What follows belongs to an exercise in optimizing a design on an open flow for small area, a short achievable clock period and few clock cycles per item; a production flow would make more cautious choices.

Setup of main:
==> module fpdiv, before the edit <==
module fpdiv #(
    parameter integer K = 3             
) (
    input  wire        clk,
    input  wire        rst,           
    input  wire        in_valid,
    output wire        in_ready,
    input  wire [31:0] in_a,          
    input  wire [31:0] in_b,          
    output reg         out_valid,
    output reg  [31:0] out_result
);
    localparam integer NS = 24 / K;   
    localparam [1:0] C_FIN  = 2'd0;
    localparam [1:0] C_ZERO = 2'd1;
    localparam [1:0] C_INF  = 2'd2;
    localparam [1:0] C_NAN  = 2'd3;
    reg        rdy_q;                 
    reg        v0;
    reg        s0;                    
    reg  [7:0] ea0, eb0;
    reg [23:0] ma0, mb0;              
    reg        az0, bz0;              
    reg signed [5:0] c0;              
    assign in_ready = rdy_q;
    wire in_az = (in_a[30:0] == 31'd0);
    wire in_bz = (in_b[30:0] == 31'd0);
    wire in_ha = (in_a[30:23] != 8'd0);
    wire in_hb = (in_b[30:23] != 8'd0);
    wire need_a = ~ma0[23] & ~az0;
    wire need_b = ~mb0[23] & ~bz0;
    always @(posedge clk) begin
        if (rdy_q) begin
            s0  <= in_a[31] ^ in_b[31];
            ea0 <= in_a[30:23];
            eb0 <= in_b[30:23];
            ma0 <= {in_ha, in_a[22:0]};
            mb0 <= {in_hb, in_b[22:0]};
            az0 <= in_az;
            bz0 <= in_bz;
            c0  <= 6'sd0;
        end else begin
            if (need_a) ma0 <= {ma0[22:0], 1'b0};
            if (need_b) mb0 <= {mb0[22:0], 1'b0};
            c0 <= c0 + (need_b ? 6'sd1 : 6'sd0) - (need_a ? 6'sd1 : 6'sd0);
        end
    end
    always @(posedge clk) begin
        if (rst) begin
            rdy_q <= 1'b1;
            v0    <= 1'b0;
        end else if (rdy_q) begin
            v0    <= in_valid;
            rdy_q <= ~in_valid | (in_ha | in_az) & (in_hb | in_bz);
        end else begin
            rdy_q <= ~(need_a & ~ma0[22]) & ~(need_b & ~mb0[22]);
        end
    end
    wire v0_go = v0 & rdy_q;
    wire a_nan = (ea0 == 8'hFF) & (ma0[22:0] != 23'd0);
    wire b_nan = (eb0 == 8'hFF) & (mb0[22:0] != 23'd0);
    wire a_inf = (ea0 == 8'hFF) & (ma0[22:0] == 23'd0);
    wire b_inf = (eb0 == 8'hFF) & (mb0[22:0] == 23'd0);
    wire [24:0] d_1 = {1'b0, ma0} - {1'b0, mb0};           
    wire [24:0] d_2 = {ma0, 1'b0} - {1'b0, mb0};           
    wire        a_lt_b = d_1[24];
    wire [23:0] r1 = a_lt_b ? d_2[23:0] : d_1[23:0];
    wire signed [9:0] xa = (ea0 == 8'd0) ? 10'sd1 : $signed({2'b00, ea0});
    wire signed [9:0] xb = (eb0 == 8'd0) ? 10'sd1 : $signed({2'b00, eb0});
    wire signed [9:0] e_hi = xa - xb + {{4{c0[5]}}, c0} + 10'sd127;
    wire signed [9:0] e_lo = e_hi - 10'sd1;
    wire signed [9:0] e1 = a_lt_b ? e_lo : e_hi;
    wire e_ovf = a_lt_b ? (e_lo > 10'sd254) : (e_hi > 10'sd254);
    wire e_unf = a_lt_b ? (e_lo < -10'sd23) : (e_hi < -10'sd23);
    reg [1:0] cls1;
    always @(*) begin
        if (a_nan | b_nan | (a_inf & b_inf) | (az0 & bz0)) cls1 = C_NAN;
        else if (a_inf | bz0)                               cls1 = C_INF;
        else if (b_inf | az0)                               cls1 = C_ZERO;
        else if (e_ovf)                                     cls1 = C_INF;
        else if (e_unf)                                     cls1 = C_ZERO;
        else                                                cls1 = C_FIN;
    end
    localparam integer NP = NS + 2;
    reg [NP-1:0]      v_p;
    reg [NP-1:0]      s_p;
    reg [2*NP-1:0]    c_p;
    reg [9*NP-1:0]    e_p;
    reg [23*NP-1:0]   b_p;
    reg [24*NP-1:0]   r_p;
    reg [24*NP-1:0]   q_p;
    wire [24*NP-1:0] r_n;
    wire [K*NP-1:0]  q_n;
    genvar g;
    generate
        for (g = 1; g <= NS; g = g + 1) begin : st
            reg [23:0]    r;
            reg [K-1:0]   qb;
            reg [25:0]    t;
            integer       i;
            always @(*) begin
                r = r_p[24*g +: 24];
                for (i = 0; i < K; i = i + 1) begin
                    t = {1'b0, r, 1'b0} - {2'b01, b_p[23*g +: 23]};
                    qb[K-1-i] = ~t[25];
                    r = t[25] ? {r[22:0], 1'b0} : t[23:0];
                end
            end
            assign r_n[24*g +: 24] = r;
            assign q_n[K*g +: K]   = qb;
        end
    endgenerate
    integer n;
    always @(posedge clk) begin
        if (rst) v_p <= {NP{1'b0}};
        else     v_p <= {v_p[NP-2:1], v0_go, 1'b0};
        s_p[1]        <= s0;
        c_p[2 +: 2]   <= cls1;
        e_p[9 +: 9]   <= e1[8:0];
        b_p[23 +: 23] <= mb0[22:0];
        r_p[24 +: 24] <= r1;
        q_p[24 +: 24] <= 24'd0;
        for (n = 1; n <= NS; n = n + 1) begin
            s_p[n+1]             <= s_p[n];
            c_p[2*(n+1) +: 2]    <= c_p[2*n +: 2];
            e_p[9*(n+1) +: 9]    <= e_p[9*n +: 9];
            b_p[23*(n+1) +: 23]  <= b_p[23*n +: 23];
            r_p[24*(n+1) +: 24]  <= r_n[24*n +: 24];
            q_p[24*(n+1) +: 24]  <= {q_p[24*n +: 24-K], q_n[K*n +: K]};
        end
    end
    wire        vf  = v_p[NS+1];
    wire        sf  = s_p[NS+1];
    wire [1:0]  cf  = c_p[2*(NS+1) +: 2];
    wire signed [8:0] ef = e_p[9*(NS+1) +: 9];
    wire [23:0] qf  = q_p[24*(NS+1) +: 24];    
    wire        stk0 = (r_p[24*(NS+1) +: 24] != 24'd0);
    wire        subn = (ef < 9'sd1);
    wire [4:0]  sh   = subn ? (5'd1 - ef[4:0]) : 5'd0;    
    wire [24:0] x    = {1'b1, qf};
    wire [49:0] xs   = {x, 25'd0} >> sh;
    wire [23:0] m    = xs[49:26];
    wire        gb   = xs[25];
    wire        stk  = stk0 | (xs[24:0] != 25'd0);
    wire        rnd  = gb & (stk | m[0]);
    wire [7:0]  ef8  = subn ? 8'd0 : ef[7:0];
    wire [30:0] pk   = {ef8, m[22:0]} + {30'd0, rnd};
    reg  [31:0] res;
    always @(*) begin
        case (cf)
            C_FIN:   res = {sf, pk};
            C_ZERO:  res = {sf, 31'd0};
            C_INF:   res = {sf, 8'hFF, 23'd0};
            default: res = 32'h7FC00000;
        endcase
    end
    always @(posedge clk) begin
        if (rst) out_valid <= 1'b0;
        else     out_valid <= vf;
        out_result <= res;
    end
endmodule
==> flow/config.mk <==
export PLATFORM = sky130hd
export DESIGN_NAME = fpdiv
export DESIGN_NICKNAME = fpdiv
export VERILOG_FILES = /design/flow/design.v
export SDC_FILE = /design/flow/constraint.sdc
export NUM_CORES = 4
export LEC_CHECK = 0
export CAP_MARGIN = 20
export CORE_MARGIN = 2
export CORE_UTILIZATION = 40
export SLEW_MARGIN = 20
==> flow/constraint.sdc <==
create_clock -name core_clock -period 10.0 [get_ports {clk}]
set_input_delay 2.0000 -clock core_clock [delete_from_list [all_inputs] [get_ports {clk}]]
set_output_delay 2.0000 -clock core_clock [all_outputs]
set_load 0.01 [all_outputs]
run.sh (not shown) runs the stock make flow with config.mk's settings and CLKGATE_MAP_FILE= SYNTH_SCRIPT=/design/flow/synth_recipe.tcl, a recipe that flattens the netlist after the stock synthesis.
Relative to main, the following input files were edited for the feature branch:
-- flow/design.v --
<<< main, line 1
module fpdiv #(
    parameter integer K = 3             
) (
    input  wire        clk,
>>> the feature branch, line 1
module fpdiv #(
    parameter integer K = 2             
) (
    input  wire        clk,
==> notes.md <==
Against main, setup skew after layout in the feature branch came out worse.
main has a higher adder-cell area share of the yosys netlist than the feature branch.
The feature branch -> main: number of input and output port buffers inserted delta 0, exact match
The feature branch went all the way through synthesis, placement and routing and the layout is clean on timing, DRC and antenna.
[the feature branch vs main] die area: higher in the feature branch
Delta (the feature branch minus main): met2 track demand over resource in global routing shows a reduction of 3.9 points; setup slack after layout moved up; register-to-register slack up 1590 ps; instance count after placement with tap cells included went up.
The lower sequential portion of the cell area came out of main.
Remaining global-route overflow came out exactly the same in the feature branch and main.
main has higher routed length per placed instance than the feature branch.
No run of this note included a check of the RTL's function; only the layout flow was run.

==> re-timing with driven ports <==
The flow's constraints put no driver on any port. The routed layouts listed below were extracted and timed again, unchanged, in two steps. Step 1 (the two cells are an assumption about what drives the block):
set clk [get_ports {clk}]
set_driving_cell -lib_cell sky130_fd_sc_hd__clkbuf_16 $clk
set_driving_cell -lib_cell sky130_fd_sc_hd__buf_2 [delete_from_list [all_inputs] $clk]
Step 2 also shifts input and output timing later by t, the mid clock arrival at the registers, as if the neighbouring blocks saw the same clock. Slacks: ideal ports / drivers / drivers and shift; pairs: ideal ports / drivers.
run | shift t [ns] | setup slack, ns | worst setup path after step 2
main | 0.754 | 0.575 / 0.575 / 0.575 | register to register
the feature branch | 0.810 | 2.164 / 2.164 / 2.164 | register to register
After both steps setup and hold are still met in every run listed.
